What follows belongs to an exercise in optimizing a design on an open flow for small area, a short achievable clock period and few clock cycles; a production flow would make more cautious choices. Only simulation tests tie the RTL to the original design; equivalence was not proved.

==> trial 65 <==
==> flow/design.v <==
module modarith (
    input  wire        clk,
    input  wire        rst,
    input  wire        start,
    input  wire [1:0]  op,
    input  wire [31:0] a,
    input  wire [31:0] b,
    input  wire [31:0] m,
    output wire        ready,
    output reg         done,
    output wire [31:0] result,
    output reg         fault,
    output reg  [3:0]  cause
);
    localparam OP_MULMOD = 2'd0;
    localparam OP_POWMOD = 2'd1;
    localparam OP_MODINV = 2'd2;
    localparam OP_NORM   = 2'd3;
    localparam K  = 3;           
    localparam ND = 11;          
    localparam YW = K * ND;      
    localparam [3:0] S_IDLE  = 4'd0;
    localparam [3:0] S_CHECK = 4'd1;
    localparam [3:0] S_DIV   = 4'd2;    
    localparam [3:0] S_ENORM = 4'd3;    
    localparam [3:0] S_PSET  = 4'd4;    
    localparam [3:0] S_MUL   = 4'd5;    
    localparam [3:0] S_PCPA  = 4'd6;    
    localparam [3:0] S_NEXT  = 4'd7;    
    localparam [3:0] S_FIX   = 4'd8;    
    localparam [3:0] S_FOLD  = 4'd9;    
    localparam [3:0] S_EA    = 4'd10;   
    localparam [3:0] S_EB    = 4'd11;   
    localparam [3:0] S_ET    = 4'd12;   
    localparam [3:0] S_ESW   = 4'd13;   
    localparam [3:0] S_EFIN  = 4'd14;   
    reg [3:0]  state;
    reg        rdy;
    reg [1:0]  op_q;
    reg        md;          
    reg        fin;         
    reg        mulnext;     
    reg        neg;         
    reg        pos;         
    reg [3:0]  ret;         
    reg [6:0]  cnt;
    reg [4:0]  ecnt;        
    reg [31:0] mr;          
    reg [31:0] e;           
    reg [32:0] ar;          
    reg [32:0] x;           
    reg [YW-1:0] y;         
    reg [32:0] ss;          
    reg [32:0] sc;          
    reg        cy;          
    assign ready  = rdy;
    assign result = ss[31:0];
    wire mont = ~md;
    localparam WV = 36;
    wire [K-1:0] yd = y[K-1:0];
    wire [K-1:0] q_t = ss[K-1:0] + sc[K-1:0] + {{(K-1){1'b0}}, cy} + (yd[0] ? (x[K-1:0] << 0) : {K{1'b0}}) + (yd[1] ? (x[K-1:0] << 1) : {K{1'b0}}) + (yd[2] ? (x[K-1:0] << 2) : {K{1'b0}});
    wire [K-1:0] m_lo = mr[K-1:0];
    wire [K-1:0] inv1 = m_lo;                       
    wire [K-1:0] inv2 = inv1 * (2'd2 - m_lo * inv1);  
    wire [K-1:0] minv = -inv2;
    wire [K-1:0] q_d = mont ? q_t * minv : {K{1'b0}};
    wire [WV-1:0] pp0 = yd[0] ? ({{(WV-33){1'b0}}, x} << 0) : {WV{1'b0}};
    wire [WV-1:0] pp1 = yd[1] ? ({{(WV-33){1'b0}}, x} << 1) : {WV{1'b0}};
    wire [WV-1:0] pp2 = yd[2] ? ({{(WV-33){1'b0}}, x} << 2) : {WV{1'b0}};
    wire [WV-1:0] qm0 = q_d[0] ? ({{(WV-32){1'b0}}, mr} << 0) : {WV{1'b0}};
    wire [WV-1:0] qm1 = q_d[1] ? ({{(WV-32){1'b0}}, mr} << 1) : {WV{1'b0}};
    wire [WV-1:0] qm2 = q_d[2] ? ({{(WV-32){1'b0}}, mr} << 2) : {WV{1'b0}};
    wire [WV-1:0] cs0_s = {{(WV-33){1'b0}}, ss} ^ {{(WV-33){1'b0}}, sc} ^ pp0;
    wire [WV-1:0] cs0_c = (({{(WV-33){1'b0}}, ss} & {{(WV-33){1'b0}}, sc}) | ({{(WV-33){1'b0}}, ss} & pp0) | ({{(WV-33){1'b0}}, sc} & pp0)) << 1;
    wire [WV-1:0] cs1_s = pp1 ^ pp2 ^ cs0_s;
    wire [WV-1:0] cs1_c = ((pp1 & pp2) | (pp1 & cs0_s) | (pp2 & cs0_s)) << 1;
    wire [WV-1:0] cs2_s = cs0_c ^ cs1_s ^ cs1_c;
    wire [WV-1:0] cs2_c = ((cs0_c & cs1_s) | (cs0_c & cs1_c) | (cs1_s & cs1_c)) << 1;
    wire [WV-1:0] cs3_s = qm0 ^ qm1 ^ qm2;
    wire [WV-1:0] cs3_c = ((qm0 & qm1) | (qm0 & qm2) | (qm1 & qm2)) << 1;
    wire [WV-1:0] cs4_s = cs2_s ^ cs2_c ^ cs3_s;
    wire [WV-1:0] cs4_c = ((cs2_s & cs2_c) | (cs2_s & cs3_s) | (cs2_c & cs3_s)) << 1;
    wire [WV-1:0] cs5_s = cs3_c ^ cs4_s ^ cs4_c;
    wire [WV-1:0] cs5_c = ((cs3_c & cs4_s) | (cs3_c & cs4_c) | (cs4_s & cs4_c)) << 1;
    wire [WV-1:0] t_s = cs5_s;
    wire [WV-1:0] t_c = cs5_c;
    wire [K:0]    t_lo = t_s[K-1:0] + t_c[K-1:0] + {{K{1'b0}}, cy};
    wire          mul_cy = mont ? (|{t_s[K-1:0], t_c[K-1:0], cy}) : t_lo[K];
    wire [K-1:0]  pbits = q_t;    
    wire [32:0]   mul_ss = t_s[K+32:K];
    wire [32:0]   mul_sc = t_c[K+32:K];
    localparam [2:0] A_SS = 3'd0, A_SSB = 3'd1, A_AR = 3'd2, A_NSS = 3'd3, A_NAR = 3'd4;
    localparam [2:0] B_SC = 3'd0, B_NM = 3'd1, B_M = 3'd2, B_NX = 3'd3, B_Y = 3'd4, B_E = 3'd5, B_0 = 3'd6;
    wire        nb = x[31] ^ neg;             
    reg f_div, f_fix, f_fold, f_ecmp, f_et, f_efin;
    wire f_def = ~(f_div | f_fix | f_fold | f_ecmp | f_et | f_efin);
    wire [34:0] opa = ({35{f_div}}          & {2'b00, ss[31:0], nb})
                    | ({35{f_def | f_fix | f_ecmp}} & {2'b00, ss})
                    | ({35{f_fold}}         & ~{2'b00, ss})
                    | ({35{f_et | (f_efin & pos)}}  & {2'b00, ar})
                    | ({35{f_efin & ~pos}}  & ~{2'b00, ar});
    wire [34:0] opb = ({35{f_div | f_fix}}  & ~{3'b000, mr})
                    | ({35{f_fold}}         & {3'b000, mr})
                    | ({35{f_def}}          & {2'b00, sc})
                    | ({35{f_ecmp}}         & ~{2'b00, x})
                    | ({35{f_et}}           & {2'b00, y[32:0]})
                    | ({35{f_efin & ~pos}}  & {3'b000, e});
    wire        cin = (f_def & cy) | f_div | f_fix | f_ecmp | (f_efin & ~pos);
    wire [34:0] sum = opa + opb + {34'd0, cin};
    wire        ge  = ~sum[34];
    wire e_shift = ~e[31] & ((state == S_ENORM) | (ret == S_PSET));
    wire        x_zero = (x == 33'd0);
    wire        ss_one = (ss == 33'd1);
    always @(posedge clk) begin
        if (rst) begin
            go(S_IDLE);
            rdy   <= 1'b1;
            done  <= 1'b0;
        end else begin
            done <= 1'b0;
            case (state)
                S_IDLE: begin
                    op_q <= op;
                    x    <= {1'b0, a};
                    y    <= {{(YW-32){1'b0}}, b};
                    e    <= b;
                    mr   <= m;
                    if (start) begin
                        rdy   <= 1'b0;
                        go(S_CHECK);
                    end
                end
                S_CHECK: begin
                    sc   <= 33'd0;
                    cy   <= 1'b0;
                    fin  <= 1'b0;
                    mulnext <= 1'b0;
                    neg  <= 1'b0;
                    md   <= (op_q == OP_MULMOD) | ~mr[0];
                    ecnt <= 5'd31;
                    case (op_q)
                        OP_MULMOD: begin
                            if (mr == 32'd0)   finish_fault(4'd3);
                            else if (mr[31])   finish_fault(4'd4);
                            else begin
                                ss    <= 33'd0;
                                cnt   <= ND - 1;
                                go(S_MUL);
                            end
                        end
                        OP_POWMOD: begin
                            if (mr == 32'd0)   finish_fault(4'd3);
                            else if (mr[31])   finish_fault(4'd4);
                            else if (e == 32'd0) begin
                                ss <= (mr == 32'd1) ? 33'd0 : 33'd1;
                                finish_ok;
                            end else if (mr[0]) begin
                                y     <= {YW{1'b0}};
                                ret   <= S_PSET;
                                go(S_DIV);
                                if (mr[30:27] != 4'd0) begin
                                    ss  <= {6'd0, x[31:5]};
                                    x   <= {x[5:0], 27'd0};
                                    cnt <= 5 + YW - 1;
                                end else begin
                                    ss  <= 33'd0;
                                    cnt <= 32 + YW - 1;
                                end
                            end else begin
                                ss    <= x;
                                go(S_ENORM);
                            end
                        end
                        OP_MODINV: begin
                            if (e == 32'd0)    finish_fault(4'd3);
                            else if (e[31])    finish_fault(4'd4);
                            else if (e == 32'd1) begin
                                ss <= 33'd0;
                                finish_ok;
                            end else begin
                                ss    <= {1'b0, e};
                                ar    <= 33'd0;
                                y     <= {{(YW-1){1'b0}}, 1'b1};
                                cnt   <= 7'd0;
                                pos   <= 1'b0;
                                go(S_EA);
                            end
                        end
                        default: begin
                            if (mr == 32'd0)   finish_fault(4'd3);
                            else begin
                                neg   <= x[31];
                                ss    <= 33'd0;
                                cnt   <= 7'd31;
                                ret   <= S_FOLD;
                                go(S_DIV);
                            end
                        end
                    endcase
                end
                S_DIV: begin
                    ss  <= ge ? sum[32:0] : {ss[31:0], nb};
                    x   <= {x[31:0], y[YW-1]};
                    y   <= {y[YW-2:0], 1'b0};
                    cnt <= cnt - 7'd1;
                    if (e_shift) begin
                        e    <= {e[30:0], 1'b0};
                        ecnt <= ecnt - 5'd1;
                    end
                    if (cnt == 7'd0) begin
                        if (ret == S_FOLD) begin
                            if (!neg) finish_ok;
                            else go(S_FOLD);
                        end else if (ret == S_IDLE) begin
                            finish_ok;
                        end else begin
                            go(ret);
                        end
                    end
                end
                S_ENORM: begin
                    if (e_shift) begin
                        e    <= {e[30:0], 1'b0};
                        ecnt <= ecnt - 5'd1;
                    end else begin
                        go(S_PSET);
                    end
                end
                S_PSET, S_NEXT: begin
                    if (state == S_PSET)
                        ar <= sum[32:0];
                    ss <= 33'd0;
                    sc <= 33'd0;
                    cy <= 1'b0;
                    cnt <= ND - 1;
                    if (fin) begin
                        ss    <= sum[32:0];
                        go(S_FIX);
                    end else if (mulnext) begin
                        x       <= ar;
                        y       <= {{(YW-33){1'b0}}, sum[32:0]};
                        mulnext <= 1'b0;
                        go(S_MUL);
                    end else if (ecnt == 5'd0) begin
                        x     <= sum[32:0];
                        y     <= {{(YW-1){1'b0}}, 1'b1};
                        fin   <= 1'b1;
                        go(S_MUL);
                    end else begin
                        x       <= sum[32:0];
                        y       <= {{(YW-33){1'b0}}, sum[32:0]};
                        mulnext <= e[30];
                        e       <= {e[30:0], 1'b0};
                        ecnt    <= ecnt - 5'd1;
                        go(S_MUL);
                    end
                end
                S_MUL: begin
                    ss  <= mul_ss;
                    sc  <= mul_sc;
                    cy  <= mul_cy;
                    y   <= {pbits, y[YW-1:K]};
                    cnt <= cnt - 7'd1;
                    if (cnt == 7'd0)
                        go(md ? S_PCPA : S_NEXT);
                end
                S_PCPA: begin
                    x   <= sum[32:0];
                    ss  <= 33'd0;
                    sc  <= 33'd0;
                    cy  <= 1'b0;
                    cnt <= 32 + YW - 1;
                    ret <= (op_q == OP_MULMOD) ? S_IDLE : S_NEXT;
                    go(S_DIV);
                end
                S_FIX: begin
                    if (ge) ss <= sum[32:0];
                    finish_ok;
                end
                S_FOLD: begin
                    ss <= sum[32:0];
                    finish_ok;
                end
                S_EA: begin
                    if (x_zero) begin
                        go(S_EFIN);
                    end else if (ge) begin
                        x   <= {x[31:0], y[YW-1]};    
                        y   <= {y[YW-2:0], 1'b0};
                        cnt <= cnt + 7'd1;
                    end else if (cnt == 7'd0) begin
                        go(S_ESW);
                    end else begin
                        x   <= {1'b0, x[32:1]};
                        y   <= {1'b0, y[YW-1:1]};
                        cnt <= cnt - 7'd1;
                        go(S_EB);
                    end
                end
                S_EB: begin
                    if (ge) begin
                        ss    <= sum[32:0];
                        go(S_ET);
                    end else if (cnt == 7'd0) begin
                        go(S_ESW);
                    end else begin
                        x   <= {1'b0, x[32:1]};
                        y   <= {1'b0, y[YW-1:1]};
                        cnt <= cnt - 7'd1;
                    end
                end
                S_ET: begin
                    ar <= sum[32:0];
                    if (cnt == 7'd0) begin
                        go(S_ESW);
                    end else begin
                        x   <= {1'b0, x[32:1]};
                        y   <= {1'b0, y[YW-1:1]};
                        cnt <= cnt - 7'd1;
                        go(S_EB);
                    end
                end
                S_ESW: begin
                    ss  <= x;  x <= ss;
                    ar  <= y[32:0];  y <= {{(YW-33){1'b0}}, ar};
                    pos <= ~pos;
                    go(S_EA);
                end
                S_EFIN: begin
                    if (ss_one) begin
                        ss <= sum[32:0];
                        finish_ok;
                    end else begin
                        finish_fault(4'd5);
                    end
                end
                default: go(S_IDLE);
            endcase
        end
    end
    task go;
        input [3:0] ns;
        begin
            state  <= ns;
            f_div  <= (ns == S_DIV);
            f_fix  <= (ns == S_FIX);
            f_fold <= (ns == S_FOLD);
            f_ecmp <= (ns == S_EA) | (ns == S_EB);
            f_et   <= (ns == S_ET);
            f_efin <= (ns == S_EFIN);
        end
    endtask
    task finish_ok;
        begin
            fault <= 1'b0;
            cause <= 4'd0;
            done  <= 1'b1;
            rdy   <= 1'b1;
            go(S_IDLE);
        end
    endtask
    task finish_fault;
        input [3:0] c;
        begin
            fault <= 1'b1;
            cause <= c;
            done  <= 1'b1;
            rdy   <= 1'b1;
            go(S_IDLE);
        end
    endtask
endmodule
==> flow/run.sh <==
#!/bin/bash
# synth_recipe.tcl (not shown) runs the flow's synth.tcl, then flattens the netlist and writes it again
# the make line also repeats each setting of config.mk as NAME=value (left out here)
make -C /OpenROAD-flow-scripts/flow DESIGN_CONFIG=/design/flow/config.mk WORK_HOME=/design/flow/orfs CLKGATE_MAP_FILE= SYNTH_SCRIPT=/design/flow/synth_recipe.tcl finish
==> flow/config.mk <==
export PLATFORM = sky130hd
export DESIGN_NAME = modarith
export DESIGN_NICKNAME = modarith
export VERILOG_FILES = /design/flow/design.v
export SDC_FILE = /design/flow/constraint.sdc
export NUM_CORES = 4
export LEC_CHECK = 0
export CAP_MARGIN = 20
export CORE_MARGIN = 2
export CORE_UTILIZATION = 40
export PLACE_DENSITY = 0.6
export SETUP_SLACK_MARGIN = 2.5
export SLEW_MARGIN = 20
==> flow/constraint.sdc <==
create_clock -name core_clock -period 8.0 [get_ports {clk}]
set_input_delay 1.6000 -clock core_clock [delete_from_list [all_inputs] [get_ports {clk}]]
set_output_delay 1.6000 -clock core_clock [all_outputs]
set_load 0.01 [all_outputs]
==> build 84: changes against trial 65 <==
--- a/flow/design.v
+++ b/flow/design.v
@@ -36,2 +36,3 @@
     localparam [3:0] S_EFIN  = 4'd14;   
+    localparam [3:0] S_SKIP  = 4'd15;   
     reg [3:0]  state;
@@ -55,2 +56,3 @@
     reg        cy;          
+    reg [K-1:0] pxr;        
     assign ready  = rdy;
@@ -60,3 +62,3 @@
     wire [K-1:0] yd = y[K-1:0];
-    wire [K-1:0] q_t = ss[K-1:0] + sc[K-1:0] + {{(K-1){1'b0}}, cy} + (yd[0] ? (x[K-1:0] << 0) : {K{1'b0}}) + (yd[1] ? (x[K-1:0] << 1) : {K{1'b0}}) + (yd[2] ? (x[K-1:0] << 2) : {K{1'b0}});
+    wire [K-1:0] q_t = ss[K-1:0] + sc[K-1:0] + {{(K-1){1'b0}}, cy} + pxr;
     wire [K-1:0] m_lo = mr[K-1:0];
@@ -94,4 +96,3 @@
     wire        nb = x[31] ^ neg;             
-    reg f_div, f_fix, f_fold, f_ecmp, f_et, f_efin;
-    wire f_def = ~(f_div | f_fix | f_fold | f_ecmp | f_et | f_efin);
+    reg f_div, f_fix, f_fold, f_ecmp, f_et, f_efin, f_def;
     wire [34:0] opa = ({35{f_div}}          & {2'b00, ss[31:0], nb})
@@ -110,2 +111,7 @@
     wire        ge  = ~sum[34];
+    function [K-1:0] pxf;
+        input [K-1:0] yv;
+        input [K-1:0] xv;
+        pxf = yv * xv;
+    endfunction
     wire e_shift = ~e[31] & ((state == S_ENORM) | (ret == S_PSET));
@@ -147,2 +153,3 @@
                                 cnt   <= ND - 1;
+                                pxr   <= pxf(y[K-1:0], x[K-1:0]);
                                 go(S_MUL);
@@ -159,11 +166,5 @@
                                 ret   <= S_PSET;
-                                go(S_DIV);
-                                if (mr[30:27] != 4'd0) begin
-                                    ss  <= {6'd0, x[31:5]};
-                                    x   <= {x[5:0], 27'd0};
-                                    cnt <= 5 + YW - 1;
-                                end else begin
-                                    ss  <= 33'd0;
-                                    cnt <= 32 + YW - 1;
-                                end
+                                ss    <= 33'd0;
+                                cnt   <= 32 + YW - 1;
+                                go((mr[30:27] != 4'd0) ? S_SKIP : S_DIV);
                             end else begin
@@ -241,2 +242,3 @@
                         y       <= {{(YW-33){1'b0}}, sum[32:0]};
+                        pxr     <= pxf(sum[K-1:0], ar[K-1:0]);
                         mulnext <= 1'b0;
@@ -246,2 +248,3 @@
                         y     <= {{(YW-1){1'b0}}, 1'b1};
+                        pxr   <= sum[K-1:0];
                         fin   <= 1'b1;
@@ -251,2 +254,3 @@
                         y       <= {{(YW-33){1'b0}}, sum[32:0]};
+                        pxr     <= pxf(sum[K-1:0], sum[K-1:0]);
                         mulnext <= e[30];
@@ -258,6 +262,3 @@
                 S_MUL: begin
-                    ss  <= mul_ss;
-                    sc  <= mul_sc;
-                    cy  <= mul_cy;
-                    y   <= {pbits, y[YW-1:K]};
+                    pxr <= pxf(y[2*K-1:K], x[K-1:0]);
                     cnt <= cnt - 7'd1;
@@ -273,2 +274,9 @@
                     ret <= (op_q == OP_MULMOD) ? S_IDLE : S_NEXT;
+                    go((mr[30:27] != 4'd0) ? S_SKIP : S_DIV);
+                end
+                S_SKIP: begin
+                    ss  <= {6'd0, x[31:5]};
+                    x   <= {x[5:0], y[YW-1:YW-27]};
+                    y   <= {y[YW-28:0], 27'd0};
+                    cnt <= 5 + YW - 1;
                     go(S_DIV);
@@ -338,2 +346,8 @@
             endcase
+            if (state == S_MUL) begin
+                ss <= mul_ss;
+                sc <= mul_sc;
+                cy <= mul_cy;
+                y  <= {pbits, y[YW-1:K]};
+            end
         end
@@ -350,2 +364,4 @@
             f_efin <= (ns == S_EFIN);
+            f_def  <= ~((ns == S_DIV) | (ns == S_FIX) | (ns == S_FOLD) | (ns == S_EA) |
+                        (ns == S_EB) | (ns == S_ET) | (ns == S_EFIN));
         end
CORE_UTILIZATION = 55   (was 40)
PLACE_DENSITY = 0.7   (was 0.6)
==> notes.md <==
metric                                                                          build 84                 trial 65
Multiplexer area fraction after synthesis                                         0.0371                   0.0291
Launching point of the worst reg2reg path                                          ss[1]                     y[0]
Antenna violations before repair                                                       9                        7
Number of enable-type register cells in the synthesized netlist                      260                      257
Sequential area share after synthesis                                              0.285                    0.295
Count of plain and timing-repair buffers                                             236                      230
Tap Cells                                                                            680                      873
Post-route non-filler standard cell count                                           3965                     3999
Critical-path top delay cell                                       sky130_fd_sc_hd__fa_1    sky130_fd_sc_hd__fa_2
Number of stages on the worst hold path                                                2                        1
Outcome                                                          complete, no violations  complete, no violations
Multi-input gate share of the layout cell area                                     0.587                    0.568
Buffers & Inverters on Critical Path                                                   2                        5
End of the critical path                                                              cy                    ss[2]
Number of multi-input combinational cells                                           2514                     2358
Global route hottest layer                                                          met2                     met1
Die span in y                                                                     231 µm                   264 µm
Testbench counts of trial 65, summed over its fixed seeds: cycles 91,980.
Testbench counts of build 84, summed over its fixed seeds: cycles 90,301.

[what the ideal ports hide]
No port has a modelled driver above. Below, the same layouts with a new extraction and two added sets of constraints. Step 1, drivers: a clkbuf_16 drives clk and a buf_2 each remaining input, both assumed. Step 2, shift: input delay + t, output delay - t, t = (earliest + latest rising clock arrival at the registers) / 2. This alone moves slack from input paths to output paths. Three values: no drivers, after step 1, after step 2; two values: the first two.
run	t, ns	setup slack, ns	worst setup path at the end	worst data-port slew with drivers (ns)
trial 65	0.640	2.164 / 2.164 / 2.164	register to register	0.05
build 84	0.653	2.430 / 2.430 / 2.430	register to register	0.13
After both steps every run listed still meets setup and hold.
